This is an optimization exercise on Yosys and OpenROAD, whose aim is small area, not a production implementation. RTL that was checked went through simulation tests only; none was proved equivalent to the original. Only the layout flow was run in run 1; the RTL was not checked for function there. No activity file was given, so power comes from the tool's default toggle rates.

## flow/design.v (module list and top-level ports; edited modules follow where they fit)
// module tr1_demod: 420 lines
// module tr1_mac: 307 lines
module tr1_demod (
    input  wire               clk,
    input  wire               rst,         
    input  wire               start,       
    input  wire [1:0]         car,         
    input  wire [1:0]         lc,          
    input  wire               in_valid,
    input  wire signed [11:0] in_sample,
    input  wire               finish,      
    output wire               lv_valid,
    output wire [1:0]         lv_count,    
    output reg  [5:0]         lv_data,     
    output wire               done,
    output wire [7:0]         status       
);
  // ...
==> flow/flow/run.sh <==
#!/bin/bash
# Layout flow:
#  1. the standard synthesis (standard.sh), unchanged;
#  2. flow/polarity.py: each full adder of the netlist is used as is or with
#     all pins complemented (a full adder is self-dual), to need the fewest
#     inverters next to full adders, half adders and flip-flops;
#  3. Yosys/ABC re-map the plain logic gates with each area-mapping script
#     flow/map_*.abc, from both polarity choices (with and without counting
#     inverters next to plain gates), and keep the smallest netlist;
#     flip-flops, full and half adders and tie cells stay as they are, so
#     every register keeps its name and cell;
#  4. the standard layout from that netlist, with buf_1 port buffers and
#     a clock tree of clkbuf_8 without dummy loads.
# Each tool's output goes to a log file of its own in this folder.
set -euo pipefail
W=$(pwd)
R=$W/orfs/results/sky130hd/tr1_demod/base
LIB=$FLOW_HOME/platforms/sky130hd/lib/sky130_fd_sc_hd__tt_025C_1v80.lib
CTS="-sink_clustering_enable -repair_clock_nets -sink_clustering_size 10 -sink_clustering_max_diameter 40 -buf_list sky130_fd_sc_hd__clkbuf_4 -dont_use_dummy_load"
PORTS="-buffer_cell sky130_fd_sc_hd__buf_1"

bash standard.sh "$R/1_2_yosys.v" > synth.log 2>&1
cp "$R/1_2_yosys.v" "$R/1_2_yosys.std.v"

python3 flow/polarity.py "$R/1_2_yosys.std.v" "$R/1_2_yosys.pol_free.v" 20 --free-logic > polarity_free.log 2>&1
python3 flow/polarity.py "$R/1_2_yosys.std.v" "$R/1_2_yosys.pol_fixed.v" 20 > polarity_fixed.log 2>&1

DU=$(sed 's/^/-dont_use /' flow/dont_use.txt | tr '\n' ' ')
printf 'set_driving_cell sky130_fd_sc_hd__buf_1\nset_load 5\n' > abc.constr
# functional models of the plain logic cells, for Yosys to flatten
cat > models.ys <<EOY
read_liberty -ignore_miss_func $LIB
delete sky130_fd_sc_hd__fa_* sky130_fd_sc_hd__ha_* sky130_fd_sc_hd__*df* sky130_fd_sc_hd__conb_1 sky130_fd_sc_hd__dl* sky130_fd_sc_hd__*lpflow* sky130_fd_sc_hd__e* sky130_fd_sc_hd__decap* sky130_fd_sc_hd__diode* sky130_fd_sc_hd__probe* sky130_fd_sc_hd__macro* sky130_fd_sc_hd__sdf* sky130_fd_sc_hd__fah* sky130_fd_sc_hd__maj3*
write_verilog -noattr $W/models.v
EOY
yosys -l models.log models.ys > /dev/null 2>&1

# re-map with each ABC script in flow/map_*.abc, from each polarity choice,
# and keep the smallest netlist
for p in free fixed; do
  for f in flow/map_*.abc; do
    m=$(basename "$f" .abc)
    cat > remap_${p}_${m}.ys <<EOY
read_liberty -lib $LIB
read_verilog -overwrite $W/models.v
read_verilog $R/1_2_yosys.pol_${p}.v
hierarchy -check -top $FLOW_TOP
flatten -noscopeinfo
simplemap
opt -fast
opt_clean -purge
abc -script $W/$f -liberty $LIB $DU -constr $W/abc.constr -D $FLOW_PERIOD_NS
opt_clean -purge
setundef -zero
hilomap -singleton -hicell sky130_fd_sc_hd__conb_1 HI -locell sky130_fd_sc_hd__conb_1 LO
splitnets
opt_clean -purge
insbuf -buf sky130_fd_sc_hd__buf_4 A X
tee -o $W/remap_${p}_${m}.area stat -liberty $LIB
write_verilog -noattr -nohex -nodec $R/1_2_yosys.remap_${p}_${m}.v
EOY
    yosys -l remap_${p}_${m}.log remap_${p}_${m}.ys > /dev/null 2>&1 &
    while [ "$(jobs -r | wc -l)" -ge "${NUM_CORES:-4}" ]; do sleep 1; done
  done
done
wait
best=""
bestarea=""
for a in remap_*.area; do
  v=$(grep "Chip area for module" "$a" | tail -1 | awk '{print $NF}')
  [ -n "$v" ] || continue
  if [ -z "$bestarea" ] || python3 -c "import sys; sys.exit(0 if float('$v') < float('$bestarea') else 1)"; then
    best=${a%.area}; bestarea=$v
  fi
done
echo "best $best $bestarea" > remap_choice.log
cp "$R/1_2_yosys.remap_${best#remap_}.v" "$R/1_2_yosys.remap.v"

cp "$R/1_2_yosys.remap.v" "$R/1_2_yosys.v"
touch "$R/1_2_yosys.v"
bash standard.sh "CTS_ARGS=$CTS" "BUFFER_PORTS_ARGS=$PORTS" finish > layout.log 2>&1
==> flow/flow/dont_use.txt <==
sky130_fd_sc_hd__probe_p_8
sky130_fd_sc_hd__probec_p_8
sky130_fd_sc_hd__lpflow_bleeder_1
sky130_fd_sc_hd__lpflow_clkbufkapwr_1
sky130_fd_sc_hd__lpflow_clkbufkapwr_16
sky130_fd_sc_hd__lpflow_clkbufkapwr_2
sky130_fd_sc_hd__lpflow_clkbufkapwr_4
sky130_fd_sc_hd__lpflow_clkbufkapwr_8
sky130_fd_sc_hd__lpflow_clkinvkapwr_1
sky130_fd_sc_hd__lpflow_clkinvkapwr_16
sky130_fd_sc_hd__lpflow_clkinvkapwr_2
sky130_fd_sc_hd__lpflow_clkinvkapwr_4
sky130_fd_sc_hd__lpflow_clkinvkapwr_8
sky130_fd_sc_hd__lpflow_decapkapwr_12
sky130_fd_sc_hd__lpflow_decapkapwr_3
sky130_fd_sc_hd__lpflow_decapkapwr_4
sky130_fd_sc_hd__lpflow_decapkapwr_6
sky130_fd_sc_hd__lpflow_decapkapwr_8
sky130_fd_sc_hd__lpflow_inputiso0n_1
sky130_fd_sc_hd__lpflow_inputiso0p_1
sky130_fd_sc_hd__lpflow_inputiso1n_1
sky130_fd_sc_hd__lpflow_inputiso1p_1
sky130_fd_sc_hd__lpflow_inputisolatch_1
sky130_fd_sc_hd__lpflow_isobufsrc_1
sky130_fd_sc_hd__lpflow_isobufsrc_16
sky130_fd_sc_hd__lpflow_isobufsrc_2
sky130_fd_sc_hd__lpflow_isobufsrc_4
sky130_fd_sc_hd__lpflow_isobufsrc_8
sky130_fd_sc_hd__lpflow_isobufsrckapwr_16
sky130_fd_sc_hd__lpflow_lsbuf_lh_hl_isowell_tap_1
sky130_fd_sc_hd__lpflow_lsbuf_lh_hl_isowell_tap_2
sky130_fd_sc_hd__lpflow_lsbuf_lh_hl_isowell_tap_4
sky130_fd_sc_hd__lpflow_lsbuf_lh_isowell_4
sky130_fd_sc_hd__lpflow_lsbuf_lh_isowell_tap_1
sky130_fd_sc_hd__lpflow_lsbuf_lh_isowell_tap_2
sky130_fd_sc_hd__lpflow_lsbuf_lh_isowell_tap_4
==> flow/flow/map_a1.abc <==
strash
dch -f
amap
==> flow/flow/map_a3.abc <==
strash
dch
amap -m
==> flow/flow/map_a4.abc <==
strash
&get -n
&syn2
&put
dch
amap
==> flow/flow/map_a5.abc <==
strash
dch
amap -F 5 -A 5
==> flow/flow/map_s4.abc <==
strash
dch
amap
==> flow/flow/polarity.py <==
#!/usr/bin/env python3
"""Inverter clean-up for a flat gate-level netlist (Yosys write_verilog style).

A full adder is self-dual: FA(~a, ~b, ~c) = (~sum, ~cout). Synthesis often
leaves inverters between chained full adders. This script chooses, for every
full-adder cell, whether to use it as is or with all its pins complemented,
so as to need the fewest inverters, then rebuilds the inverters: at most one
per net, for the loads that need the complement. Flip-flops and every other
cell are left as they are.

usage: polarity.py in.v out.v
"""
import re, sys, random

FA = "sky130_fd_sc_hd__fa_1"
INV_RE = re.compile(r"^sky130_fd_sc_hd__(clk)?inv_\d+$")
NEW_INV = "sky130_fd_sc_hd__inv_1"
OUT_PINS = {"X", "Y", "Q", "Q_N", "COUT", "SUM", "HI", "LO"}
FA_IN = ("A", "B", "CIN")
FA_OUT = ("COUT", "SUM")

src = re.sub(r"\(\*.*?\*\)", "", open(sys.argv[1]).read())
m = re.search(r"^module\s+(\w+)\s*\((.*?)\);", src, re.S | re.M)
body_start = m.end()
end = src.rindex("endmodule")
body = src[body_start:end]

decl_re = re.compile(r"^\s*(input|output|inout|wire)\b[^;]*;", re.M)
cell_re = re.compile(r"^\s*(sky130_fd_sc_hd__\w+)\s+(\S+)\s*\((.*?)\);", re.S | re.M)
decls = [d.group(0) for d in decl_re.finditer(body)]
cells = []
for c in cell_re.finditer(body):
    pins = [(p, v.strip()) for p, v in re.findall(r"\.(\w+)\(([^()]*)\)", c.group(3))]
    cells.append([c.group(1), c.group(2), pins])
rest = cell_re.sub("", decl_re.sub("", body)).strip()
assert rest == "", "unexpected netlist content: %r" % rest[:200]

ports_out = set()
for d in decls:
    mm = re.match(r"\s*output\s+(\[\d+:\d+\]\s*)?(\S+)\s*;", d)
    if mm:
        name = mm.group(2)
        if mm.group(1):
            hi, lo = map(int, re.findall(r"\d+", mm.group(1)))
            for i in range(lo, hi + 1):
                ports_out.add("%s[%d]" % (name, i))
        else:
            ports_out.add(name)

# inverters: output net -> input net
inv_of = {}
inv_cells = set()
for i, (t, n, pins) in enumerate(cells):
    if INV_RE.match(t):
        pd = dict(pins)
        inv_of[pd["Y"]] = pd["A"]
        inv_cells.add(i)

def base(net):
    par = 0
    seen = 0
    while net in inv_of:
        net = inv_of[net]
        par ^= 1
        seen += 1
        assert seen < 1000
    return net, par

# loads of each base net: (cell index or None for a port, pin, parity)
loads = {}
driver = {}
for i, (t, n, pins) in enumerate(cells):
    if i in inv_cells:
        continue
    for p, v in pins:
        if p in OUT_PINS:
            driver[v] = (i, p)
        else:
            b, par = base(v)
            loads.setdefault(b, []).append((i, p, par))

fa_cells = [i for i, c in enumerate(cells) if c[0] == FA]
flip = {i: 0 for i in fa_cells}
# a full adder that drives an output port (directly or through inverters)
# keeps its polarity
port_bases = {}
for o in ports_out:
    b, par = base(o)
    port_bases.setdefault(b, []).append((o, par))
fixed = set()
for i in fa_cells:
    for p, v in cells[i][2]:
        if p in OUT_PINS and v in port_bases:
            fixed.add(i)

FREE_LOGIC = "--free-logic" in sys.argv
FIXED_TYPES = re.compile(r"^sky130_fd_sc_hd__(ha_|e?dfx|dfr|dfs|sdf|dl|conb)")

def is_free(ci):
    # a logic gate: a later re-mapping absorbs inverters at its pins
    if not FREE_LOGIC or ci is None:
        return False
    t = cells[ci][0]
    return t != FA and not FIXED_TYPES.match(t)

def net_cost(b):
    d = driver.get(b)
    needs = set()
    for (ci, p, par) in loads.get(b, []):
        if is_free(ci):
            continue
        needs.add(par ^ (flip.get(ci, 0) if ci is not None else 0))
    if d and is_free(d[0]):
        return 1 if len(needs) == 2 else 0
    dp = flip.get(d[0], 0) if d else 0
    return 1 if any(n != dp for n in needs) else 0

# nets touching each full adder
fa_nets = {}
for i in fa_cells:
    ns = set()
    for p, v in cells[i][2]:
        ns.add(base(v)[0] if p not in OUT_PINS else v)
    fa_nets[i] = ns

all_bases = set(loads)
before = sum(net_cost(b) for b in all_bases)
rng = random.Random(1)
best = None
for trial in range(int(sys.argv[3]) if len(sys.argv) > 3 and sys.argv[3].isdigit() else 20):
    if trial:
        for i in fa_cells:
            flip[i] = rng.randint(0, 1) if i not in fixed else 0
    improved = True
    rounds = 0
    while improved and rounds < 100:
        improved = False
        rounds += 1
        order = list(fa_cells)
        rng.shuffle(order)
        for i in order:
            if i in fixed:
                continue
            ns = fa_nets[i]
            c0 = sum(net_cost(b) for b in ns)
            flip[i] ^= 1
            c1 = sum(net_cost(b) for b in ns)
            if c1 < c0 or (c1 == c0 and rng.random() < 0.3 and rounds < 60):
                improved = improved or c1 < c0
            else:
                flip[i] ^= 1
    cost = sum(net_cost(b) for b in all_bases)
    if best is None or cost < best[0]:
        best = (cost, dict(flip))
flip = best[1]
after = best[0]

def esc(v, suffix):
    return (v + suffix) if not v.startswith("\\") else (v + suffix)

# physical name of each base net: a flipped full adder's outputs are renamed,
# since they now carry the complement
phys = {}
new_wires = []
for i in fa_cells:
    if flip[i]:
        for p, v in cells[i][2]:
            if p in OUT_PINS:
                phys[v] = esc(v, "_pn")
                new_wires.append("  wire %s ;" % phys[v] if v.startswith("\\") else "  wire %s;" % phys[v])

def pname(b):
    return phys.get(b, b)

new_cells = []
conn = {}
inv_net = {}
k = 0
for b, ls in loads.items():
    d = driver.get(b)
    dp = flip.get(d[0], 0) if d else 0
    for (ci, p, par) in ls:
        need = par ^ (flip.get(ci, 0) if ci is not None else 0)
        if need == dp:
            target = pname(b)
        else:
            if b not in inv_net:
                y = "pol_inv_%d_y" % k
                inv_net[b] = y
                new_wires.append("  wire %s;" % y)
                new_cells.append([NEW_INV, "pol_inv_%d" % k, [("A", pname(b)), ("Y", y)]])
                k += 1
            target = inv_net[b]
        conn[(ci, p)] = target

out_cells = []
for i, (t, n, pins) in enumerate(cells):
    if i in inv_cells:
        continue
    np_ = []
    for p, v in pins:
        if p in OUT_PINS:
            np_.append((p, pname(v) if (i in flip and flip[i]) else v))
        else:
            np_.append((p, conn.get((i, p), v)))
    out_cells.append([t, n, np_])

# output ports that are inverter outputs: one inverter each, as before
for b, lst in port_bases.items():
    for (o, par) in lst:
        if par == 0:
            assert b == o
            continue
        assert not (driver.get(b) and flip.get(driver[b][0], 0))
        new_cells.append([NEW_INV, "pol_port_inv_%d" % k, [("A", pname(b)), ("Y", o)]])
        k += 1

def fmt(c):
    t, n, pins = c
    def net(v):
        return v + " " if v.startswith("\\") else v
    return "  %s %s (\n%s\n  );" % (t, net(n), ",\n".join("    .%s(%s)" % (p, net(v)) for p, v in pins))

used = set()
for c in out_cells + new_cells:
    for p, v in c[2]:
        used.add(v)
out = [src[:body_start], "\n".join(decls), "\n".join(w for w in new_wires)]
out += [fmt(c) for c in out_cells + new_cells]
out.append("endmodule\n")
open(sys.argv[2], "w").write("\n".join(out))
nflip = sum(flip.values())
print("full adders %d, flipped %d; inverters before %d (nets needing one %d), after %d"
      % (len(fa_cells), nflip, len(inv_cells), before, len(new_cells)))
==> flow/standard.sh <==
#!/bin/bash
# synth_recipe.tcl (not shown) runs the flow's synth.tcl, then flattens the netlist and writes it again
# the make line also repeats each setting of config.mk as NAME=value (left out here)
make -C /OpenROAD-flow-scripts/flow DESIGN_CONFIG=/design/flow/config.mk WORK_HOME=/design/flow/orfs CLKGATE_MAP_FILE= SYNTH_SCRIPT=/design/flow/synth_recipe.tcl "${@:-finish}"
==> flow/config.mk <==
export PLATFORM = sky130hd
export DESIGN_NAME = tr1_demod
export DESIGN_NICKNAME = tr1_demod
export VERILOG_FILES = /design/flow/design.v
export SDC_FILE = /design/flow/constraint.sdc
export NUM_CORES = 4
export LEC_CHECK = 0
export CAP_MARGIN = 10
export CORE_MARGIN = 2
export CORE_UTILIZATION = 40
export CTS_BUF_LIST = sky130_fd_sc_hd__clkbuf_8
export CTS_CLUSTER_DIAMETER = 60
export CTS_CLUSTER_SIZE = 18
export GPL_TIMING_DRIVEN = 0
export SLEW_MARGIN = 0
==> flow/constraint.sdc <==
create_clock -name core_clock -period 16.0 [get_ports {clk}]
set_input_delay 3.2000 -clock core_clock [delete_from_list [all_inputs] [get_ports {clk}]]
set_output_delay 3.2000 -clock core_clock [all_outputs]
set_load 0.01 [all_outputs]
==> results.sh, run 1 <==
export IMPL_status="timing/DRC/antenna clean"
export IMPL_grt_pass1_wl_mm=111
export IMPL_die_x_microns=236
export IMPL_critPathSlowestCell="buf_1"
export IMPL_die_h_microns=236
export IMPL_crit_cells=36
export IMPL_top_regs="xr: 54 flops, hacc: 29 flops"
export IMPL_cts_buffers=52
export IMPL_signal_buffers=79
export IMPL_whs_ns=0.369
export IMPL_wl_per_cell_microns=21.1
export IMPL_numPortBuffers=35
export IMPL_seq_power_share_pct=41.1
export IMPL_dr_pass1_iters=5
export IMPL_largest_reg_flops=54
export IMPL_whs_endpoint="xr[5]$_DFF_P_"
export IMPL_ys_warn_count=1
export IMPL_dominant_power_group="combinational cells"
export IMPL_top_usage_layer="met2"
export IMPL_hold_class="reg2reg"
export IMPL_powerDensity_nw_per_um2=101
export IMPL_grt_start_max_net_pins=105
export IMPL_relSlewSlack_pct=12.1
export IMPL_final_cells=3319
export IMPL_startpoint_type="input port"
export IMPL_min_period_ns=15.47
export IMPL_first_iter_violations=1640
export IMPL_setup_slack_ns=0.531
export IMPL_leakage_nw=9.12
export IMPL_critPathLaunch="in_sample[11]"
export IMPL_cts_reportedPaths_clkPinSlew_ns=0.10
export IMPL_nMultiInputCombCells=2002
export IMPL_max_freq_ghz=0.0646
export IMPL_endpoint="acc2[26]$_DFF_P_"
==> module tr1_demod, before the edit <==
module tr1_demod (
    input  wire               clk,
    input  wire               rst,         
    input  wire               start,       
    input  wire [1:0]         car,         
    input  wire [1:0]         lc,          
    input  wire               in_valid,
    input  wire signed [11:0] in_sample,
    input  wire               finish,      
    output wire               lv_valid,
    output wire [1:0]         lv_count,    
    output reg  [5:0]         lv_data,     
    output wire               done,
    output wire [7:0]         status       
);
    localparam [1:0] CAR_ASK = 2'd0, CAR_FSK = 2'd1, CAR_QAM = 2'd2;
    localparam [1:0] LC_NRZ = 2'd0, LC_MAN = 2'd1, LC_AMI = 2'd2;
    localparam [1:0] LV_ZERO = 2'b00, LV_POS = 2'b01, LV_NEG = 2'b11;
    reg       active;
    reg [1:0] cur_car;
    reg [1:0] cur_lc;
    reg       cfg_err;
    reg       sig_err;
    reg       fin_pending;
    reg       pol_neg;           
    reg [3:0] lo;
    reg       down;
    reg       half;
    reg       wh;
    wire take  = active & in_valid & ~cfg_err & ~sig_err;
    wire first = ~down & (lo == 4'd0) & ~half & ~wh;
    wire last  = down & (lo == 4'd1) & half & wh;
    wire [4:0] fidx = {half, lo};
    wire [59:0] from;
    assign from[0] = (fidx[4] & fidx[3] & fidx[1] & ~fidx[0]) | (fidx[4] & ~fidx[3] & fidx[2] & ~fidx[1] & ~fidx[0]);
    assign from[1] = (~fidx[4] & ~fidx[3] & ~fidx[2] & fidx[0]) | (fidx[4] & ~fidx[3] & ~fidx[1] & fidx[0]) | (fidx[4] & fidx[3] & fidx[1] & fidx[0]);
    assign from[2] = (~fidx[3] & ~fidx[2] & fidx[1]) | (~fidx[3] & ~fidx[2] & fidx[0]) | (~fidx[4] & ~fidx[3] & ~fidx[1] & fidx[0]) | (~fidx[4] & fidx[3] & fidx[1] & ~fidx[0]) | (fidx[4] & ~fidx[3] & fidx[1] & ~fidx[0]);
    assign from[3] = (~fidx[4] & fidx[2] & fidx[1] & fidx[0]) | (fidx[4] & fidx[3] & ~fidx[1] & fidx[0]) | (fidx[4] & fidx[2] & fidx[1] & ~fidx[0]) | (~fidx[4] & fidx[3] & ~fidx[2] & ~fidx[1] & ~fidx[0]);
    assign from[4] = (fidx[4] & fidx[3] & fidx[1]) | (fidx[4] & fidx[3] & fidx[2]) | (fidx[4] & fidx[3] & fidx[0]);
    assign from[5] = (fidx[3] & ~fidx[1]) | (fidx[1] & fidx[0]) | (fidx[2] & fidx[1]) | (fidx[2] & fidx[0]);
    assign from[6] = (~fidx[4] & fidx[3] & ~fidx[2]) | (fidx[4] & fidx[3] & ~fidx[1]) | (~fidx[4] & fidx[2] & fidx[0]) | (fidx[4] & ~fidx[3] & fidx[1] & fidx[0]) | (~fidx[4] & ~fidx[3] & fidx[2] & ~fidx[1]);
    assign from[7] = (fidx[4] & fidx[3] & fidx[0]) | (fidx[2] & fidx[1] & fidx[0]) | (fidx[3] & fidx[1] & fidx[0]) | (~fidx[4] & fidx[3] & ~fidx[2] & ~fidx[1] & ~fidx[0]) | (fidx[4] & ~fidx[3] & fidx[2] & ~fidx[1] & ~fidx[0]);
    assign from[8] = (~fidx[2] & fidx[1] & ~fidx[0]) | (fidx[4] & ~fidx[3] & ~fidx[2] & fidx[0]) | (~fidx[4] & fidx[1] & ~fidx[0]) | (~fidx[4] & fidx[3] & ~fidx[1] & fidx[0]) | (fidx[4] & ~fidx[3] & ~fidx[1] & fidx[0]) | (fidx[4] & fidx[3] & ~fidx[2] & ~fidx[0]);
    assign from[9] = (~fidx[4] & ~fidx[3]) | (fidx[2] & fidx[1]) | (~fidx[3] & ~fidx[2] & ~fidx[1]) | (~fidx[3] & ~fidx[2] & ~fidx[0]) | (fidx[4] & ~fidx[2] & ~fidx[1] & ~fidx[0]);
    assign from[10] = (fidx[4] & fidx[3] & ~fidx[0]) | (fidx[4] & fidx[3] & fidx[1]) | (~fidx[4] & fidx[2] & fidx[1] & ~fidx[0]) | (fidx[4] & fidx[2] & ~fidx[1] & ~fidx[0]) | (fidx[4] & fidx[2] & fidx[1] & fidx[0]) | (fidx[3] & ~fidx[2] & ~fidx[1] & ~fidx[0]);
    assign from[11] = (fidx[4] & ~fidx[3] & fidx[0]) | (~fidx[3] & ~fidx[2] & fidx[0]) | (fidx[3] & ~fidx[2] & ~fidx[1] & ~fidx[0]) | (~fidx[4] & fidx[3] & fidx[1] & fidx[0]);
    assign from[12] = (~fidx[4] & fidx[3] & ~fidx[2] & ~fidx[0]) | (fidx[4] & ~fidx[3] & fidx[1] & ~fidx[0]) | (~fidx[4] & ~fidx[2] & fidx[1] & ~fidx[0]) | (~fidx[4] & fidx[2] & ~fidx[1] & fidx[0]) | (fidx[4] & fidx[3] & ~fidx[1] & fidx[0]);
    assign from[13] = (~fidx[4] & fidx[2] & fidx[1]) | (fidx[4] & ~fidx[3] & ~fidx[1] & fidx[0]) | (fidx[4] & ~fidx[3] & ~fidx[2] & fidx[1] & ~fidx[0]) | (fidx[4] & fidx[3] & ~fidx[2] & ~fidx[1] & ~fidx[0]);
    assign from[14] = (fidx[4] & fidx[3]) | (fidx[4] & fidx[2] & fidx[1]);
    assign from[15] = (~fidx[4] & fidx[3] & fidx[1] & ~fidx[0]) | (~fidx[4] & ~fidx[3] & fidx[2] & ~fidx[1] & ~fidx[0]);
    assign from[16] = (~fidx[4] & ~fidx[3] & ~fidx[1] & fidx[0]) | (fidx[4] & ~fidx[3] & ~fidx[2] & fidx[0]) | (~fidx[4] & fidx[3] & fidx[1] & fidx[0]);
    assign from[17] = (~fidx[3] & ~fidx[2] & fidx[1]) | (~fidx[3] & ~fidx[2] & fidx[0]) | (~fidx[4] & ~fidx[3] & fidx[1] & ~fidx[0]) | (fidx[4] & ~fidx[3] & ~fidx[1] & fidx[0]) | (fidx[4] & fidx[3] & fidx[1] & ~fidx[0]);
    assign from[18] = (~fidx[4] & fidx[3] & ~fidx[1] & fidx[0]) | (~fidx[4] & fidx[2] & fidx[1] & ~fidx[0]) | (fidx[4] & fidx[2] & fidx[1] & fidx[0]) | (fidx[4] & fidx[3] & ~fidx[2] & ~fidx[1] & ~fidx[0]);
    assign from[19] = (~fidx[4] & fidx[3] & fidx[1]) | (~fidx[4] & fidx[3] & fidx[2]) | (~fidx[4] & fidx[3] & fidx[0]);
    assign from[20] = (fidx[3] & ~fidx[1]) | (fidx[1] & fidx[0]) | (fidx[2] & fidx[1]) | (fidx[2] & fidx[0]);
    assign from[21] = (fidx[4] & fidx[3] & ~fidx[2]) | (~fidx[4] & fidx[3] & ~fidx[1]) | (fidx[4] & fidx[2] & fidx[0]) | (~fidx[4] & ~fidx[3] & fidx[1] & fidx[0]) | (fidx[4] & ~fidx[3] & fidx[2] & ~fidx[1]);
    assign from[22] = (~fidx[4] & fidx[3] & fidx[0]) | (fidx[2] & fidx[1] & fidx[0]) | (fidx[3] & fidx[1] & fidx[0]) | (~fidx[4] & ~fidx[3] & fidx[2] & ~fidx[1] & ~fidx[0]) | (fidx[4] & fidx[3] & ~fidx[2] & ~fidx[1] & ~fidx[0]);
    assign from[23] = (~fidx[2] & fidx[1] & ~fidx[0]) | (~fidx[4] & ~fidx[3] & ~fidx[2] & fidx[0]) | (fidx[4] & fidx[1] & ~fidx[0]) | (~fidx[4] & ~fidx[3] & ~fidx[1] & fidx[0]) | (~fidx[4] & fidx[3] & ~fidx[2] & ~fidx[0]) | (fidx[4] & fidx[3] & ~fidx[1] & fidx[0]);
    assign from[24] = (fidx[4] & ~fidx[3]) | (fidx[2] & fidx[1]) | (~fidx[3] & ~fidx[2] & ~fidx[1]) | (~fidx[3] & ~fidx[2] & ~fidx[0]) | (~fidx[4] & ~fidx[2] & ~fidx[1] & ~fidx[0]);
    assign from[25] = (~fidx[4] & fidx[3] & ~fidx[0]) | (~fidx[4] & fidx[3] & fidx[1]) | (~fidx[4] & fidx[2] & ~fidx[1] & ~fidx[0]) | (~fidx[4] & fidx[2] & fidx[1] & fidx[0]) | (fidx[4] & fidx[2] & fidx[1] & ~fidx[0]) | (fidx[3] & ~fidx[2] & ~fidx[1] & ~fidx[0]);
    assign from[26] = (~fidx[4] & ~fidx[3] & fidx[0]) | (~fidx[3] & ~fidx[2] & fidx[0]) | (fidx[3] & ~fidx[2] & ~fidx[1] & ~fidx[0]) | (fidx[4] & fidx[3] & fidx[1] & fidx[0]);
    assign from[27] = (~fidx[4] & ~fidx[3] & fidx[1] & ~fidx[0]) | (fidx[4] & fidx[3] & ~fidx[2] & ~fidx[0]) | (~fidx[4] & fidx[3] & ~fidx[1] & fidx[0]) | (fidx[4] & ~fidx[2] & fidx[1] & ~fidx[0]) | (fidx[4] & fidx[2] & ~fidx[1] & fidx[0]);
    assign from[28] = (fidx[4] & fidx[2] & fidx[1]) | (~fidx[4] & ~fidx[3] & ~fidx[1] & fidx[0]) | (~fidx[4] & ~fidx[3] & ~fidx[2] & fidx[1] & ~fidx[0]) | (~fidx[4] & fidx[3] & ~fidx[2] & ~fidx[1] & ~fidx[0]);
    assign from[29] = (~fidx[4] & fidx[3]) | (~fidx[4] & fidx[2] & fidx[1]);
    assign from[30] = (~fidx[4] & ~fidx[1] & fidx[0]) | (~fidx[4] & fidx[2] & fidx[1]) | (fidx[3] & fidx[1] & fidx[0]) | (~fidx[3] & ~fidx[2] & ~fidx[1] & fidx[0]);
    assign from[31] = (~fidx[3] & fidx[2] & ~fidx[1] & ~fidx[0]) | (fidx[4] & fidx[3] & ~fidx[1] & fidx[0]) | (fidx[4] & fidx[3] & fidx[1] & ~fidx[0]) | (fidx[4] & fidx[2] & fidx[1] & fidx[0]);
    assign from[32] = (fidx[4] & fidx[2] & fidx[0]) | (~fidx[4] & ~fidx[3] & fidx[1] & fidx[0]) | (fidx[4] & fidx[3] & ~fidx[2] & ~fidx[1]) | (~fidx[4] & fidx[3] & fidx[1] & ~fidx[0]);
    assign from[33] = (~fidx[4] & fidx[1] & fidx[0]) | (~fidx[3] & ~fidx[2] & fidx[1] & ~fidx[0]) | (~fidx[4] & fidx[3] & ~fidx[2] & ~fidx[1] & ~fidx[0]);
    assign from[34] = (~fidx[4] & ~fidx[3] & fidx[2]) | (~fidx[4] & ~fidx[3] & fidx[1] & fidx[0]);
    assign from[35] = (~fidx[3] & ~fidx[2] & fidx[1]) | (fidx[3] & ~fidx[2] & ~fidx[0]);
    assign from[36] = (~fidx[3] & fidx[1] & ~fidx[0]) | (fidx[2] & ~fidx[1] & fidx[0]) | (~fidx[4] & fidx[1] & ~fidx[0]) | (~fidx[4] & ~fidx[3] & ~fidx[2] & fidx[1]) | (~fidx[4] & fidx[3] & ~fidx[1] & fidx[0]) | (fidx[4] & ~fidx[3] & ~fidx[1] & fidx[0]);
    assign from[37] = (~fidx[4] & fidx[3] & ~fidx[1]) | (fidx[3] & fidx[1] & fidx[0]) | (fidx[3] & fidx[2]) | (~fidx[4] & ~fidx[3] & ~fidx[2] & fidx[1] & ~fidx[0]);
    assign from[38] = (fidx[4] & fidx[0]) | (~fidx[1] & fidx[0]) | (~fidx[4] & fidx[2] & ~fidx[0]) | (fidx[4] & fidx[3] & ~fidx[2]) | (fidx[4] & fidx[2] & fidx[1]);
    assign from[39] = (~fidx[4] & fidx[3] & ~fidx[2]) | (~fidx[3] & ~fidx[2] & ~fidx[1]) | (~fidx[4] & ~fidx[2] & ~fidx[0]);
    assign from[40] = (~fidx[4] & ~fidx[1] & fidx[0]) | (~fidx[4] & fidx[2] & fidx[1]) | (fidx[4] & fidx[3] & fidx[1]) | (~fidx[3] & ~fidx[2] & fidx[1] & ~fidx[0]) | (~fidx[4] & fidx[3] & fidx[0]) | (fidx[4] & fidx[3] & ~fidx[2] & ~fidx[0]) | (~fidx[3] & ~fidx[2] & ~fidx[1] & fidx[0]);
    assign from[41] = (~fidx[4] & ~fidx[3] & fidx[2] & ~fidx[0]) | (fidx[4] & fidx[3] & ~fidx[1] & fidx[0]) | (fidx[4] & fidx[2] & fidx[1] & fidx[0]) | (~fidx[3] & fidx[2] & ~fidx[1] & ~fidx[0]) | (~fidx[4] & ~fidx[3] & ~fidx[2] & fidx[1] & fidx[0]);
    assign from[42] = (~fidx[4] & fidx[3] & ~fidx[1]) | (~fidx[4] & ~fidx[2] & fidx[1] & ~fidx[0]) | (fidx[4] & fidx[3] & fidx[1] & fidx[0]) | (fidx[4] & fidx[2] & ~fidx[1] & fidx[0]);
    assign from[43] = (~fidx[4] & ~fidx[3] & fidx[2]) | (~fidx[4] & fidx[1] & fidx[0]) | (fidx[4] & ~fidx[3] & ~fidx[2] & fidx[1]);
    assign from[44] = (fidx[4] & ~fidx[3] & ~fidx[2] & ~fidx[1]);
    assign from[45] = (fidx[4] & ~fidx[1] & fidx[0]) | (fidx[4] & fidx[2] & fidx[1]) | (fidx[3] & fidx[1] & fidx[0]) | (~fidx[3] & ~fidx[2] & ~fidx[1] & fidx[0]);
    assign from[46] = (~fidx[3] & fidx[2] & ~fidx[1] & ~fidx[0]) | (~fidx[4] & fidx[3] & ~fidx[1] & fidx[0]) | (~fidx[4] & fidx[3] & fidx[1] & ~fidx[0]) | (~fidx[4] & fidx[2] & fidx[1] & fidx[0]);
    assign from[47] = (~fidx[4] & fidx[2] & fidx[0]) | (~fidx[4] & fidx[3] & ~fidx[2] & ~fidx[1]) | (fidx[4] & ~fidx[3] & fidx[1] & fidx[0]) | (fidx[4] & fidx[3] & fidx[1] & ~fidx[0]);
    assign from[48] = (fidx[4] & fidx[1] & fidx[0]) | (~fidx[3] & ~fidx[2] & fidx[1] & ~fidx[0]) | (fidx[4] & fidx[3] & ~fidx[2] & ~fidx[1] & ~fidx[0]);
    assign from[49] = (fidx[4] & ~fidx[3] & fidx[2]) | (fidx[4] & ~fidx[3] & fidx[1] & fidx[0]);
    assign from[50] = (~fidx[3] & ~fidx[2] & fidx[1]) | (fidx[3] & ~fidx[2] & ~fidx[0]);
    assign from[51] = (~fidx[3] & fidx[1] & ~fidx[0]) | (fidx[2] & ~fidx[1] & fidx[0]) | (fidx[4] & fidx[1] & ~fidx[0]) | (~fidx[4] & ~fidx[3] & ~fidx[1] & fidx[0]) | (fidx[4] & ~fidx[3] & ~fidx[2] & fidx[1]) | (fidx[4] & fidx[3] & ~fidx[1] & fidx[0]);
    assign from[52] = (fidx[4] & fidx[3] & ~fidx[1]) | (fidx[3] & fidx[1] & fidx[0]) | (fidx[3] & fidx[2]) | (fidx[4] & ~fidx[3] & ~fidx[2] & fidx[1] & ~fidx[0]);
    assign from[53] = (~fidx[4] & fidx[0]) | (~fidx[1] & fidx[0]) | (fidx[4] & fidx[2] & ~fidx[0]) | (~fidx[4] & fidx[3] & ~fidx[2]) | (~fidx[4] & fidx[2] & fidx[1]);
    assign from[54] = (fidx[4] & fidx[3] & ~fidx[2]) | (~fidx[3] & ~fidx[2] & ~fidx[1]) | (fidx[4] & ~fidx[2] & ~fidx[0]);
    assign from[55] = (fidx[4] & ~fidx[1] & fidx[0]) | (~fidx[4] & fidx[3] & fidx[1]) | (fidx[4] & fidx[2] & fidx[1]) | (~fidx[3] & ~fidx[2] & fidx[1] & ~fidx[0]) | (fidx[4] & fidx[3] & fidx[0]) | (~fidx[4] & fidx[3] & ~fidx[2] & ~fidx[0]) | (~fidx[3] & ~fidx[2] & ~fidx[1] & fidx[0]);
    assign from[56] = (fidx[4] & ~fidx[3] & fidx[2] & ~fidx[0]) | (~fidx[4] & fidx[3] & ~fidx[1] & fidx[0]) | (~fidx[4] & fidx[2] & fidx[1] & fidx[0]) | (~fidx[3] & fidx[2] & ~fidx[1] & ~fidx[0]) | (fidx[4] & ~fidx[3] & ~fidx[2] & fidx[1] & fidx[0]);
    assign from[57] = (fidx[4] & fidx[3] & ~fidx[1]) | (fidx[4] & ~fidx[2] & fidx[1] & ~fidx[0]) | (~fidx[4] & fidx[3] & fidx[1] & fidx[0]) | (~fidx[4] & fidx[2] & ~fidx[1] & fidx[0]);
    assign from[58] = (fidx[4] & ~fidx[3] & fidx[2]) | (fidx[4] & fidx[1] & fidx[0]) | (~fidx[4] & ~fidx[3] & ~fidx[2] & fidx[1]);
    assign from[59] = (~fidx[4] & ~fidx[3] & ~fidx[2] & ~fidx[1]);
    wire [29:0] qrom;
    assign qrom[0] = (~lo[3] & ~lo[2] & lo[0]);
    assign qrom[1] = (~lo[3] & ~lo[2] & lo[1] & ~lo[0]) | (lo[3] & ~lo[2] & ~lo[1] & ~lo[0]);
    assign qrom[2] = (lo[2] & lo[1] & lo[0]) | (~lo[3] & lo[2] & ~lo[1] & ~lo[0]);
    assign qrom[3] = (lo[3] & ~lo[2] & ~lo[1]);
    assign qrom[4] = 1'b0;
    assign qrom[5] = (lo[2] & lo[1]) | (lo[3] & ~lo[2] & ~lo[1]) | (lo[2] & lo[0]) | (lo[3] & ~lo[2] & ~lo[0]);
    assign qrom[6] = (lo[2] & lo[1]) | (lo[3] & ~lo[1] & lo[0]);
    assign qrom[7] = (lo[3]) | (~lo[2] & lo[1] & lo[0]) | (lo[2] & ~lo[1] & lo[0]);
    assign qrom[8] = (lo[3] & lo[1]) | (lo[2] & lo[1]) | (lo[2] & lo[0]);
    assign qrom[9] = (~lo[3]) | (~lo[2] & ~lo[1] & ~lo[0]);
    assign qrom[10] = (~lo[3] & lo[0]) | (lo[2] & lo[1]) | (lo[3] & lo[1] & ~lo[0]);
    assign qrom[11] = (~lo[3] & lo[1] & ~lo[0]) | (lo[3] & ~lo[2] & ~lo[1]);
    assign qrom[12] = (lo[1] & lo[0]) | (lo[3] & lo[0]) | (~lo[3] & lo[2] & ~lo[1] & ~lo[0]);
    assign qrom[13] = (lo[2] & lo[1]) | (lo[2] & lo[0]) | (lo[3] & ~lo[2] & ~lo[1] & ~lo[0]);
    assign qrom[14] = 1'b0;
    assign qrom[15] = (lo[2] & ~lo[1] & lo[0]) | (~lo[3] & ~lo[2] & lo[1] & lo[0]);
    assign qrom[16] = (lo[3] & ~lo[2] & ~lo[1]) | (lo[2] & ~lo[1] & lo[0]);
    assign qrom[17] = (~lo[3] & ~lo[2] & lo[0]) | (lo[3] & ~lo[2] & ~lo[1] & ~lo[0]);
    assign qrom[18] = (~lo[3] & lo[2] & ~lo[1]);
    assign qrom[19] = 1'b0;
    assign qrom[20] = (lo[2] & ~lo[0]) | (lo[3] & lo[1]) | (lo[2] & lo[1]);
    assign qrom[21] = (lo[3] & lo[1]) | (lo[2] & lo[1] & lo[0]) | (~lo[3] & lo[2] & ~lo[1] & ~lo[0]);
    assign qrom[22] = (lo[3] & ~lo[1] & lo[0]) | (lo[3] & lo[1] & ~lo[0]) | (lo[2] & ~lo[1] & lo[0]) | (lo[2] & lo[1] & ~lo[0]);
    assign qrom[23] = (~lo[3] & lo[1]) | (~lo[3] & ~lo[2] & lo[0]) | (lo[3] & ~lo[2] & ~lo[1] & ~lo[0]);
    assign qrom[24] = (lo[3]) | (lo[2] & lo[1]) | (lo[2] & lo[0]);
    assign qrom[25] = (lo[2] & ~lo[1]) | (lo[3] & lo[1]) | (lo[2] & ~lo[0]) | (~lo[2] & lo[1] & lo[0]);
    assign qrom[26] = (lo[3] & lo[0]) | (lo[3] & ~lo[2] & ~lo[1]) | (~lo[3] & lo[2] & ~lo[1] & ~lo[0]);
    assign qrom[27] = (~lo[2] & ~lo[1] & lo[0]) | (lo[3] & lo[1] & ~lo[0]) | (lo[2] & lo[1] & ~lo[0]);
    assign qrom[28] = (lo[2] & lo[1]) | (lo[2] & lo[0]) | (lo[3] & ~lo[2] & ~lo[1] & ~lo[0]);
    assign qrom[29] = 1'b0;
    wire [14:0] bf1 = from[59:45], bf2 = from[44:30], bf3 = from[29:15], bf4 = from[14:0];
    wire [14:0] bqs = qrom[29:15], bqc = qrom[14:0];
    wire [11:0] xg = take ? in_sample : 12'd0;
    wire [4:0] fneg = {5{down}};
    wire [4:0] sneg = {5{half}};
    wire [4:0] cneg = {5{half ^ down}};
    reg [14:0] d1, d2, d3, d4;
    always @(*) begin
        case (cur_car)
            CAR_ASK: begin
                d1 = {4'd0, xg[11], 5'd1, 5'd0};
                d2 = d1;
                d3 = 15'd0;
                d4 = 15'd0;
            end
            CAR_FSK: begin
                d1 = {bf1[14:10] ^ fneg, bf1[9:0]};
                d2 = {bf2[14:10] ^ fneg, bf2[9:0]};
                d3 = bf3;
                d4 = bf4;
            end
            default: begin
                d1 = {bqs[14:10] ^ sneg, bqs[9:0]};
                d2 = d1;
                d3 = {bqc[14:10] ^ cneg, bqc[9:0]};
                d4 = d3;
            end
        endcase
    end
    reg signed [26:0] acc1, acc2, acc3, acc4;
    wire [26:0] sum1, sum2, sum3, sum4;
    localparam [26:0] INIT = 27'd128761856;
    wire [26:0] base1 = first ? INIT : acc1;
    wire [26:0] base2 = first ? INIT : acc2;
    wire [26:0] base3 = first ? INIT : acc3;
    wire [26:0] base4 = first ? INIT : acc4;
    tr1_mac u_mac1 (.base(base1), .x(xg), .tk(take), .neg(d1[14:10]), .one(d1[9:5]), .two(d1[4:0]), .sum(sum1));
    tr1_mac u_mac2 (.base(base2), .x(xg), .tk(take), .neg(d2[14:10]), .one(d2[9:5]), .two(d2[4:0]), .sum(sum2));
    tr1_mac u_mac3 (.base(base3), .x(xg), .tk(take), .neg(d3[14:10]), .one(d3[9:5]), .two(d3[4:0]), .sum(sum3));
    tr1_mac u_mac4 (.base(base4), .x(xg), .tk(take), .neg(d4[14:10]), .one(d4[9:5]), .two(d4[4:0]), .sum(sum4));
    reg        [53:0] xr;        
    reg signed [26:0] y1, y2;
    reg        [28:0] hacc;      
    reg               sticky;    
    reg               hbusy;
    reg        [5:0]  hstep;
    reg               dvalid;    
    reg               ld_r;      
    wire        [26:0] hterm = xr[0] ? y1 : 27'd0;
    wire               hneg  = (hstep[5:1] == 5'd26);
    wire        [26:0] ht    = hterm ^ {27{hneg}};
    wire        [28:0] hsum;
    wire h_0 = hacc[0] ^ ht[0];
    wire h_1 = h_0 ^ hneg;
    wire h_2 = (hacc[0] & ht[0]) | (h_0 & hneg);
    wire h_3 = h_2 ^ hacc[1];
    wire h_4 = h_3 ^ ht[1];
    wire h_5 = (h_2 & hacc[1]) | (h_3 & ht[1]);
    wire h_6 = h_5 ^ hacc[2];
    wire h_7 = h_6 ^ ht[2];
    wire h_8 = (h_5 & hacc[2]) | (h_6 & ht[2]);
    wire h_9 = h_8 ^ hacc[3];
    wire h_10 = h_9 ^ ht[3];
    wire h_11 = (h_8 & hacc[3]) | (h_9 & ht[3]);
    wire h_12 = h_11 ^ hacc[4];
    wire h_13 = h_12 ^ ht[4];
    wire h_14 = (h_11 & hacc[4]) | (h_12 & ht[4]);
    wire h_15 = h_14 ^ hacc[5];
    wire h_16 = h_15 ^ ht[5];
    wire h_17 = (h_14 & hacc[5]) | (h_15 & ht[5]);
    wire h_18 = h_17 ^ hacc[6];
    wire h_19 = h_18 ^ ht[6];
    wire h_20 = (h_17 & hacc[6]) | (h_18 & ht[6]);
    wire h_21 = h_20 ^ hacc[7];
    wire h_22 = h_21 ^ ht[7];
    wire h_23 = (h_20 & hacc[7]) | (h_21 & ht[7]);
    wire h_24 = h_23 ^ hacc[8];
    wire h_25 = h_24 ^ ht[8];
    wire h_26 = (h_23 & hacc[8]) | (h_24 & ht[8]);
    wire h_27 = h_26 ^ hacc[9];
    wire h_28 = h_27 ^ ht[9];
    wire h_29 = (h_26 & hacc[9]) | (h_27 & ht[9]);
    wire h_30 = h_29 ^ hacc[10];
    wire h_31 = h_30 ^ ht[10];
    wire h_32 = (h_29 & hacc[10]) | (h_30 & ht[10]);
    wire h_33 = h_32 ^ hacc[11];
    wire h_34 = h_33 ^ ht[11];
    wire h_35 = (h_32 & hacc[11]) | (h_33 & ht[11]);
    wire h_36 = h_35 ^ hacc[12];
    wire h_37 = h_36 ^ ht[12];
    wire h_38 = (h_35 & hacc[12]) | (h_36 & ht[12]);
    wire h_39 = h_38 ^ hacc[13];
    wire h_40 = h_39 ^ ht[13];
    wire h_41 = (h_38 & hacc[13]) | (h_39 & ht[13]);
    wire h_42 = h_41 ^ hacc[14];
    wire h_43 = h_42 ^ ht[14];
    wire h_44 = (h_41 & hacc[14]) | (h_42 & ht[14]);
    wire h_45 = h_44 ^ hacc[15];
    wire h_46 = h_45 ^ ht[15];
    wire h_47 = (h_44 & hacc[15]) | (h_45 & ht[15]);
    wire h_48 = h_47 ^ hacc[16];
    wire h_49 = h_48 ^ ht[16];
    wire h_50 = (h_47 & hacc[16]) | (h_48 & ht[16]);
    wire h_51 = h_50 ^ hacc[17];
    wire h_52 = h_51 ^ ht[17];
    wire h_53 = (h_50 & hacc[17]) | (h_51 & ht[17]);
    wire h_54 = h_53 ^ hacc[18];
    wire h_55 = h_54 ^ ht[18];
    wire h_56 = (h_53 & hacc[18]) | (h_54 & ht[18]);
    wire h_57 = h_56 ^ hacc[19];
    wire h_58 = h_57 ^ ht[19];
    wire h_59 = (h_56 & hacc[19]) | (h_57 & ht[19]);
    wire h_60 = h_59 ^ hacc[20];
    wire h_61 = h_60 ^ ht[20];
    wire h_62 = (h_59 & hacc[20]) | (h_60 & ht[20]);
    wire h_63 = h_62 ^ hacc[21];
    wire h_64 = h_63 ^ ht[21];
    wire h_65 = (h_62 & hacc[21]) | (h_63 & ht[21]);
    wire h_66 = h_65 ^ hacc[22];
    wire h_67 = h_66 ^ ht[22];
    wire h_68 = (h_65 & hacc[22]) | (h_66 & ht[22]);
    wire h_69 = h_68 ^ hacc[23];
    wire h_70 = h_69 ^ ht[23];
    wire h_71 = (h_68 & hacc[23]) | (h_69 & ht[23]);
    wire h_72 = h_71 ^ hacc[24];
    wire h_73 = h_72 ^ ht[24];
    wire h_74 = (h_71 & hacc[24]) | (h_72 & ht[24]);
    wire h_75 = h_74 ^ hacc[25];
    wire h_76 = h_75 ^ ht[25];
    wire h_77 = (h_74 & hacc[25]) | (h_75 & ht[25]);
    wire h_78 = h_77 ^ hacc[26];
    wire h_79 = h_78 ^ ht[26];
    wire h_80 = (h_77 & hacc[26]) | (h_78 & ht[26]);
    wire h_81 = h_80 ^ hacc[27];
    wire h_82 = h_81 ^ ht[26];
    wire h_83 = (h_80 & hacc[27]) | (h_81 & ht[26]);
    wire h_84 = h_83 ^ hacc[28];
    wire h_85 = h_84 ^ ht[26];
    wire h_86 = (h_83 & hacc[28]) | (h_84 & ht[26]);
    assign hsum = {h_85, h_82, h_79, h_76, h_73, h_70, h_67, h_64, h_61, h_58, h_55, h_52, h_49, h_46, h_43, h_40, h_37, h_34, h_31, h_28, h_25, h_22, h_19, h_16, h_13, h_10, h_7, h_4, h_1};
    wire p_zero = (hacc == 29'd0) & ~sticky;
    reg  c_s, c_d;               
    reg  nz_s, nz_d;             
    reg  sg_s, sg_d;             
    wire s_bit = xr[0] ^ xr[1] ^ c_s;
    wire d_bit = xr[0] ^ ~xr[1] ^ c_d;
    reg       dec_err;
    reg [1:0] dec_n;             
    reg [2:0] dec_p;             
    always @(*) begin
        dec_err = 1'b0;
        dec_n   = 2'd1;
        dec_p   = 3'b000;
        case (cur_car)
            CAR_ASK: begin
                if (y1 > 27'sd12800)     dec_p[0] = 1'b1;
                else if (y1 < 27'sd6400) dec_p[0] = 1'b0;
                else                     dec_err  = 1'b1;
            end
            CAR_FSK: begin
                dec_err  = p_zero;
                dec_p[0] = ~hacc[28];
            end
            default: begin
                dec_n = 2'd3;
                dec_err = (hacc < 29'd20000) | ((hacc == 29'd180000) & ~sticky) |
                          ~nz_s | ~nz_d;
                dec_p[0] = sg_s;
                dec_p[1] = sg_s ^ sg_d;
                dec_p[2] = (hacc > 29'd180000) | ((hacc == 29'd180000) & sticky);
            end
        endcase
    end
    reg rec_pol;
    integer i;
    always @(*) begin
        lv_data = 6'd0;
        rec_pol = pol_neg;
        for (i = 0; i < 3; i = i + 1) begin
            if (i < dec_n) begin
                case (cur_lc)
                    LC_NRZ: lv_data[2*i +: 2] = dec_p[i] ? LV_POS : LV_NEG;
                    LC_MAN: lv_data[2*i +: 2] = dec_p[i] ? LV_POS : LV_ZERO;
                    default: begin
                        if (dec_p[i]) begin
                            lv_data[2*i +: 2] = rec_pol ? LV_NEG : LV_POS;
                            rec_pol = ~rec_pol;
                        end else begin
                            lv_data[2*i +: 2] = LV_ZERO;
                        end
                    end
                endcase
            end
        end
    end
    assign lv_valid = dvalid & ~dec_err & ~sig_err;
    assign lv_count = (cur_car == CAR_QAM) ? 2'd3 : 2'd1;
    assign done   = fin_pending & ~ld_r & ~hbusy & ~dvalid;
    assign status = cfg_err ? 8'h15 : (sig_err | ~first) ? 8'h76 : 8'h00;
    always @(posedge clk) begin
        acc1 <= sum1;
        acc2 <= sum2;
        acc3 <= sum3;
        acc4 <= sum4;
        ld_r <= ~rst & take & last;
        if (ld_r) begin
            xr <= {acc3[26], acc1[26], acc3[25], acc1[25], acc3[24], acc1[24],
                   acc3[23], acc1[23], acc3[22], acc1[22], acc3[21], acc1[21],
                   acc3[20], acc1[20], acc3[19], acc1[19], acc3[18], acc1[18],
                   acc3[17], acc1[17], acc3[16], acc1[16], acc3[15], acc1[15],
                   acc3[14], acc1[14], acc3[13], acc1[13], acc3[12], acc1[12],
                   acc3[11], acc1[11], acc3[10], acc1[10], acc3[9],  acc1[9],
                   acc3[8],  acc1[8],  acc3[7],  acc1[7],  acc3[6],  acc1[6],
                   acc3[5],  acc1[5],  acc3[4],  acc1[4],  acc3[3],  acc1[3],
                   acc3[2],  acc1[2],  acc3[1],  acc1[1],  acc3[0],  acc1[0]};
            y1 <= acc2;
            y2 <= acc4;
        end else begin
            xr <= xr >> 1;
            y1 <= y2;
            y2 <= y1;
        end
        if (ld_r) begin
            c_s  <= 1'b0;
            c_d  <= 1'b1;
            nz_s <= 1'b0;
            nz_d <= 1'b0;
        end else if (hbusy & ~hstep[0]) begin
            c_s  <= (xr[0] & xr[1]) | (xr[0] & c_s) | (xr[1] & c_s);
            c_d  <= (xr[0] & ~xr[1]) | (xr[0] & c_d) | (~xr[1] & c_d);
            nz_s <= nz_s | s_bit;
            nz_d <= nz_d | d_bit;
            sg_s <= s_bit;
            sg_d <= d_bit;
        end
        if (ld_r) begin
            hacc   <= 29'd0;
            sticky <= 1'b0;
        end else begin
            hacc   <= hstep[0] ? {hsum[28], hsum[28:1]} : hsum;
            sticky <= sticky | (hstep[0] & hsum[0]);
        end
        if (rst) begin
            active      <= 1'b0;
            fin_pending <= 1'b0;
            hbusy       <= 1'b0;
            dvalid      <= 1'b0;
        end else begin
            if (start) begin
                active      <= 1'b1;
                cur_car     <= car;
                cur_lc      <= lc;
                cfg_err     <= (car == 2'd3) || (lc == 2'd3);
                sig_err     <= 1'b0;
                fin_pending <= 1'b0;
                pol_neg     <= 1'b0;
                lo          <= 4'd0;
                down        <= 1'b0;
                half        <= 1'b0;
                wh          <= 1'b0;
            end else begin
                if (take) begin
                    if (~down) begin
                        if (lo == 4'd12) down <= 1'b1;
                        else             lo   <= lo + 4'd1;
                    end else if (lo == 4'd1) begin
                        down <= 1'b0;
                        lo   <= 4'd0;
                        half <= ~half;
                        if (half) wh <= ~wh;
                    end else begin
                        lo <= lo - 4'd1;
                    end
                end
                if (ld_r) begin
                    hbusy <= 1'b1;
                    hstep <= 6'd0;
                end else if (hbusy) begin
                    hstep <= hstep + 6'd1;
                    if (hstep == 6'd53) hbusy <= 1'b0;
                end
                dvalid <= hbusy & (hstep == 6'd53);
                if (dvalid & ~sig_err) begin
                    if (dec_err) sig_err <= 1'b1;
                    else         pol_neg <= rec_pol;
                end
                if (active & finish) fin_pending <= 1'b1;
                if (done) begin
                    fin_pending <= 1'b0;
                    active      <= 1'b0;
                end
            end
        end
    end
endmodule
==> inputs of run 2 (changes only) <==
--- a/flow/design.v
+++ b/flow/design.v
@@ -170,7 +170,6 @@
     reg               hbusy;
     reg        [5:0]  hstep;
     reg               dvalid;    
-    reg               ld_r;      
     wire        [26:0] hterm = xr[0] ? y1 : 27'd0;
     wire               hneg  = (hstep[5:1] == 5'd26);
     wire        [26:0] ht    = hterm ^ {27{hneg}};
@@ -320,32 +319,31 @@
     end
     assign lv_valid = dvalid & ~dec_err & ~sig_err;
     assign lv_count = (cur_car == CAR_QAM) ? 2'd3 : 2'd1;
-    assign done   = fin_pending & ~ld_r & ~hbusy & ~dvalid;
+    assign done   = fin_pending & ~hbusy & ~dvalid;
     assign status = cfg_err ? 8'h15 : (sig_err | ~first) ? 8'h76 : 8'h00;
     always @(posedge clk) begin
         acc1 <= sum1;
         acc2 <= sum2;
         acc3 <= sum3;
         acc4 <= sum4;
-        ld_r <= ~rst & take & last;
-        if (ld_r) begin
-            xr <= {acc3[26], acc1[26], acc3[25], acc1[25], acc3[24], acc1[24],
-                   acc3[23], acc1[23], acc3[22], acc1[22], acc3[21], acc1[21],
-                   acc3[20], acc1[20], acc3[19], acc1[19], acc3[18], acc1[18],
-                   acc3[17], acc1[17], acc3[16], acc1[16], acc3[15], acc1[15],
-                   acc3[14], acc1[14], acc3[13], acc1[13], acc3[12], acc1[12],
-                   acc3[11], acc1[11], acc3[10], acc1[10], acc3[9],  acc1[9],
-                   acc3[8],  acc1[8],  acc3[7],  acc1[7],  acc3[6],  acc1[6],
-                   acc3[5],  acc1[5],  acc3[4],  acc1[4],  acc3[3],  acc1[3],
-                   acc3[2],  acc1[2],  acc3[1],  acc1[1],  acc3[0],  acc1[0]};
-            y1 <= acc2;
-            y2 <= acc4;
+        if (take & last) begin
+            xr <= {sum3[26], sum1[26], sum3[25], sum1[25], sum3[24], sum1[24],
+                   sum3[23], sum1[23], sum3[22], sum1[22], sum3[21], sum1[21],
+                   sum3[20], sum1[20], sum3[19], sum1[19], sum3[18], sum1[18],
+                   sum3[17], sum1[17], sum3[16], sum1[16], sum3[15], sum1[15],
+                   sum3[14], sum1[14], sum3[13], sum1[13], sum3[12], sum1[12],
+                   sum3[11], sum1[11], sum3[10], sum1[10], sum3[9],  sum1[9],
+                   sum3[8],  sum1[8],  sum3[7],  sum1[7],  sum3[6],  sum1[6],
+                   sum3[5],  sum1[5],  sum3[4],  sum1[4],  sum3[3],  sum1[3],
+                   sum3[2],  sum1[2],  sum3[1],  sum1[1],  sum3[0],  sum1[0]};
+            y1 <= sum2;
+            y2 <= sum4;
         end else begin
             xr <= xr >> 1;
             y1 <= y2;
             y2 <= y1;
         end
-        if (ld_r) begin
+        if (take & last) begin
             c_s  <= 1'b0;
             c_d  <= 1'b1;
             nz_s <= 1'b0;
@@ -358,7 +356,7 @@
             sg_s <= s_bit;
             sg_d <= d_bit;
         end
-        if (ld_r) begin
+        if (take & last) begin
             hacc   <= 29'd0;
             sticky <= 1'b0;
         end else begin
@@ -397,7 +395,7 @@
                         lo <= lo - 4'd1;
                     end
                 end
-                if (ld_r) begin
+                if (take & last) begin
                     hbusy <= 1'b1;
                     hstep <= 6'd0;
                 end else if (hbusy) begin
==> results.sh, run 2 <==
export IMPL_crit_type="in2reg"
export IMPL_globalRouteTotalUtil_pct=24.0
export IMPL_coreArea_sq_um=52800
export IMPL_hold_viol=0
export IMPL_postSynthCellCount=2417
export IMPL_final_common_cell="nor2_1"
export IMPL_cts_tree="yes"
export IMPL_routed_wl_mm=65.7
export IMPL_final_setup_viol_count=0
export IMPL_crit_reg2reg_launch="hstep[3]$_SDFFCE_PP0P_"
export IMPL_rsz0062_at_grt="no"
export IMPL_fin_nets=2901
export IMPL_cts_reportedPaths_clkPinSlew_ns=0.10
export IMPL_grt_pass1_wl_mm=106
export IMPL_r2r_cells=37
export IMPL_worstPathArrival_ns=15.88
export IMPL_status="timing/DRC/antenna clean"
export IMPL_detailed_place_area_sq_um=23000
export IMPL_finalMaxSlewViolations=0
export IMPL_worst_pin_slew_ns=1.26
export IMPL_leakage_nw=8.97
export IMPL_gr_total_overflow=0
export IMPL_topRoutingLayerUsed="met5"
export IMPL_synthToLayoutAreaGrowth_pct=8.96
export IMPL_finClkSkew_ns=0.129
export IMPL_clk_latency_ns=0.82
export IMPL_rr_endpoint="hacc[27]$_SDFF_PP0_"
export IMPL_post_cts_buffers=0
export IMPL_ys_warn_count=1
export IMPL_numPortBuffers=35
export IMPL_cts_buffer_depth=3
export IMPL_critPathSlowestCell="a311o_1"
export IMPL_hp_start="xr[52]$_DFF_P_"
export IMPL_crit_top_cell="fa_1"
export IMPL_maxCapViolations=0
export IMPL_die_x_microns=236
export IMPL_stdcell_area_sq_um=23400
export IMPL_cts_buffers=47
export IMPL_wl_per_cell_microns=20.4
export IMPL_dieArea_sq_um=55500
export IMPL_top_register="xr"
export IMPL_avgSynthCellArea_sq_um=8.87
export IMPL_ios=39
export IMPL_whs_ns=0.417
export IMPL_cts_sinks=276
export IMPL_rows=84
export IMPL_drc=0
export IMPL_crit_fanout=25
export IMPL_whs_path_depth=1
export IMPL_whs_endpoint="xr[51]$_DFF_P_"
export IMPL_vias_per_cell=5.88
export IMPL_initial_utilization_pct=40.6
export IMPL_powerDensity_nw_per_um2=98.3
export IMPL_post_dp_hpwl_mm=48.5
export IMPL_hold_class="reg2reg"
export IMPL_cp_required_ns=16.64
export IMPL_grt_start_max_net_pins=102
export IMPL_crit_path_end_kind="flip-flop"
export IMPL_max_freq_ghz=0.0656
export IMPL_post_route_period_util_pct=95.3
export IMPL_vias=19000
export IMPL_die_h_microns=236
export IMPL_largest_reg_flops=54
export IMPL_top_regs="xr: 54 flops, hacc: 29 flops"
export IMPL_dr_pass1_iters=7
export IMPL_ir_drop_v=0.0000693
export IMPL_placed_cells=3175
export IMPL_synth_area_sq_um=21400
export IMPL_drt_met1_wl_mm=28.9
export IMPL_final_cell_mix="nor2_1, fa_1, o22ai_1"
export IMPL_final_cells=3226
export IMPL_min_period_ns=15.24
export IMPL_first_iter_violations=1645
export IMPL_antenna_left=0
export IMPL_place_gp_congestion=0.954
export IMPL_root_buffer="clkbuf_4"
export IMPL_regToRegSetupSlack_ns=1.20
export IMPL_drive_gt1_share_pct=4.73
export IMPL_startpoint_type="input port"
export IMPL_relSlewSlack_pct=15.7
export IMPL_first_global_vias=18600
export IMPL_met2WireLength_mm=29.8
export IMPL_grt_antenna_before_repair=2
export IMPL_htree_levels=2
export IMPL_cpPeakStageDelay_ns=0.65
export IMPL_wl_met3_mm=4.93
-- run 2: where the power goes --
group	total [W]	switching [W]	leakage, nW	internal, W
registers	0.000908	0.0000484	2.33	0.000859
clock network	0.000381	0.000248	0.216	0.000133
logic	0.00101	0.000575	6.42	0.000433
total	0.00230	0.000872	8.97	0.00143
-- run 2: what timing repair did --
item                                    CTS  global route
hold buffers                              0             0
resized for setup                         1             4
endpoints found under the setup margin    4            21
-- run 2: worst max path at each step --
stage | start | to | cells after the start
floorplan | in_valid | xr[51]$_DFF_P_ | 34
global placement | lo[2]$_SDFFCE_PP0P_ | xr[52]$_DFF_P_ | 35
detailed placement | in_valid | xr[52]$_DFF_P_ | 37
CTS | in_valid | acc3[26]$_DFF_P_ | 37
global route | in_valid | acc3[26]$_DFF_P_ | 37
finish | in_valid | xr[52]$_DFF_P_ | 36
-- run 2: cell type report --
type / count / area, sq um
Antenna cell: 1 / 2.50
Buffer: 7 / 52.6
Clock buffer: 47 / 353
Fill cell: 5246 / 29400
Inverter: 162 / 622
Multi-Input combinational cell: 1973 / 15100
Sequential cell: 276 / 5750
Tap cell: 688 / 861
Timing Repair Buffer: 72 / 581
-- run 2: layer usage --
metal / global-route usage [%] / up-vias
met5: 0 / -
met4: 7.68 / 2
met3: 4.06 / 126
met2: 37.9 / 754
met1: 33.6 / 9161
li1: - / 8940
-- run 2: critical path, delay by kind of cell --
kind,cells,cell delay (ns)
adder cells (fa/ha/maj),25,8.83
AO/OA/AOI/OAI,5,1.67
AND/OR/NAND/NOR,3,1.28
buffers and inverters,3,0.82
-- run 2: through the flow --
| step | setup TNS [ns] | power [W] | worst slack, ns | utilization, % |
|---|---|---|---|---|
| global placement | -719.78 | 0.00190 | -7.21 | 42.5 |
| floorplan | 0 | 0.00164 | 0.620 | - |
| detailed placement | -16.22 | 0.00194 | -1.09 | 43.5 |
| finish | 0 | 0.00230 | 0.758 | 44.3 |
| global route | 0 | 0.00251 | 0.101 | 44.3 |
| CTS | 0 | 0.00234 | 0.0161 | 44.2 |
==> inputs of run 3 (changes only) <==
--- a/flow/flow/run.sh
+++ b/flow/flow/run.sh
@@ -16,7 +16,7 @@
 W=$(pwd)
 R=$W/orfs/results/sky130hd/tr1_demod/base
 LIB=$FLOW_HOME/platforms/sky130hd/lib/sky130_fd_sc_hd__tt_025C_1v80.lib
-CTS="-sink_clustering_enable -repair_clock_nets -sink_clustering_size 10 -sink_clustering_max_diameter 40 -buf_list sky130_fd_sc_hd__clkbuf_4 -dont_use_dummy_load"
+CTS="-sink_clustering_enable -repair_clock_nets -sink_clustering_size 12 -sink_clustering_max_diameter 45 -buf_list sky130_fd_sc_hd__clkbuf_4 -dont_use_dummy_load"
 PORTS="-buffer_cell sky130_fd_sc_hd__buf_1"
 
 bash standard.sh "$R/1_2_yosys.v" > synth.log 2>&1
==> results.sh, run 3 <==
export IMPL_drive_gt1_share_pct=4.54
export IMPL_ir_drop_v=0.0000745
export IMPL_cpPeakStageDelay_ns=0.66
export IMPL_final_setup_viol_count=0
export IMPL_finalMaxSlewViolations=0
export IMPL_post_dp_hpwl_mm=48.5
export IMPL_top_register="xr"
export IMPL_detailed_place_area_sq_um=23000
export IMPL_final_cells=3222
export IMPL_crit_reg2reg_launch="hstep[3]$_SDFFCE_PP0P_"
export IMPL_crit_path_end_kind="flip-flop"
export IMPL_maxCapViolations=0
export IMPL_place_gp_congestion=0.954
export IMPL_hold_viol=0
export IMPL_initial_utilization_pct=40.6
export IMPL_placed_cells=3175
export IMPL_final_cell_mix="nor2_1, fa_1, o22ai_1"
export IMPL_wl_per_cell_microns=20.4
export IMPL_worstPathArrival_ns=15.89
export IMPL_coreArea_sq_um=52800
export IMPL_crit_fanout=25
export IMPL_dr_pass1_iters=6
export IMPL_htree_levels=2
export IMPL_ios=39
export IMPL_post_route_period_util_pct=95.6
export IMPL_cts_sinks=276
export IMPL_relSlewSlack_pct=15.3
export IMPL_leakage_nw=8.95
export IMPL_finClkSkew_ns=0.140
export IMPL_worst_pin_slew_ns=1.27
export IMPL_numPortBuffers=35
export IMPL_startpoint_type="input port"
export IMPL_first_iter_violations=1814
export IMPL_die_h_microns=236
export IMPL_synth_area_sq_um=21400
export IMPL_grt_pass1_wl_mm=106
export IMPL_gr_total_overflow=0
export IMPL_vias=18900
export IMPL_crit_type="in2reg"
export IMPL_hold_class="reg2reg"
export IMPL_crit_top_cell="fa_1"
export IMPL_routed_wl_mm=65.6
export IMPL_cts_buffer_depth=3
export IMPL_max_freq_ghz=0.0654
export IMPL_powerDensity_nw_per_um2=97.8
export IMPL_cp_required_ns=16.60
export IMPL_dieArea_sq_um=55500
export IMPL_final_common_cell="nor2_1"
export IMPL_avgSynthCellArea_sq_um=8.87
export IMPL_first_global_vias=18500
export IMPL_root_buffer="clkbuf_4"
export IMPL_drc=0
export IMPL_cts_buffers=42
export IMPL_postSynthCellCount=2417
export IMPL_critPathSlowestCell="a311o_1"
export IMPL_globalRouteTotalUtil_pct=23.9
export IMPL_rsz0062_at_grt="no"
export IMPL_post_cts_buffers=0
export IMPL_stdcell_area_sq_um=23300
export IMPL_synthToLayoutAreaGrowth_pct=8.80
export IMPL_rows=84
export IMPL_fin_nets=2896
export IMPL_vias_per_cell=5.87
export IMPL_hp_start="xr[28]$_DFF_P_"
export IMPL_status="timing/DRC/antenna clean"
export IMPL_ys_warn_count=1
export IMPL_min_period_ns=15.29
export IMPL_antenna_left=0
export IMPL_largest_reg_flops=54
export IMPL_cts_reportedPaths_clkPinSlew_ns=0.09
export IMPL_cts_tree="yes"
export IMPL_die_x_microns=236
export IMPL_critPathLaunch="in_valid"
export IMPL_clk_latency_ns=0.80
export IMPL_grt_antenna_before_repair=4
export IMPL_top_regs="xr: 54 flops, hacc: 29 flops"
export IMPL_grt_start_max_net_pins=102
[run 3: path summary, 6_finish.rpt]
kind | to | slack [ns] | cells after the start
setup / recovery | xr[52]$_DFF_P_ | 0.71 | 36
hold / removal | xr[27]$_DFF_P_ | 0.37 | 1
setup reg to reg | hacc[27]$_SDFF_PP0_ | 1.15 | 37
hold reg to reg | xr[27]$_DFF_P_ | 0.37 | 1
[run 3: repair_timing]
item | in CTS | in global routing
hold buffers | 0 | 0
pin swaps | 0 | 0
cloned | 0 | 0
setup endpoints to repair | 3 | 21
resized for setup | 1 | 4
[run 3: layer usage]
metal | GRT usage, % | routed length, microns | part of all wire [%]
met5 | 0 | 13 | 0.020
met4 | 7.33 | 1850 | 2.8
met3 | 4.00 | 4970 | 7.6
met2 | 37.9 | 29900 | 46
met1 | 33.6 | 28900 | 44
[run 3: layout make-up]
type                       count  area (sq um)
tap                          688           861
clock buffer                  42           315
inverter                     162           622
sequential                   276          5750
fill                        5247         29400
antenna                        2          5.00
timing repair buffer          72           581
multi-input combinational   1973         15100
buffer                         7          52.6
[run 3: critical path, delay by kind of cell]
family	cells	cell delay [ns]
adders and majority gates	25	8.81
AOI/OAI and AO/OA	5	1.69
buffers and inverters	3	0.83
and+or+nand+nor	3	1.28
[run 3: metrics by stage]
step	utilization, %	setup TNS, ns	hold slack, ns	total power, W	worst slack, ns
finish	44.2	0	0.369	0.00228	0.712
global route	44.2	0	0.368	0.00250	0.0974
CTS	44.1	0	0.354	0.00232	0.0101
detailed placement	43.5	-16.22	0.441	0.00194	-1.09
global placement	42.5	-719.78	0.437	0.00190	-7.21
floorplan	-	0	0.425	0.00164	0.620
[run 3: where the power goes]
| part | switching (W) | internal (W) | leakage (nW) |
|---|---|---|---|
| Combinational | 0.000574 | 0.000432 | 6.42 |
| Sequential | 0.0000483 | 0.000859 | 2.33 |
| Clock | 0.000246 | 0.000120 | 0.193 |

==> afterwards: timing with drivers on the ports <==
In the flow no input, the clock included, has a driving cell. The finished layouts below were timed again as built, in two steps. Step 1 assumes that a clkbuf_16 drives the clock port and a buf_2 every other input. Step 2 also shifts input and output timing later by t, the mid clock arrival at the registers, as if the neighbouring blocks saw the same clock. Slacks: no drivers / after step 1 / after step 2; pairs: no drivers / after step 1.
run | t, ns | setup WS [ns] | worst hold slack (ns) | worst setup path at the end | worst slew at a driven data input, ns
run 1 | 0.836 | 0.531 / 0.552 / -0.283 | 0.369 / 0.369 / 0.369 | input to register | 0.06
run 2 | 0.806 | 0.758 / 0.782 / -0.024 | 0.417 / 0.417 / 0.417 | input to register | 0.07
run 3 | 0.783 | 0.712 / 0.734 / -0.049 | 0.369 / 0.369 / 0.369 | input to register | 0.07
With both steps, setup timing fails in every run listed, where it was met with ideal ports. For run 1, which loses most, drivers alone change the setup slack by +0.021 ns; drivers and shift together by -0.814 ns.
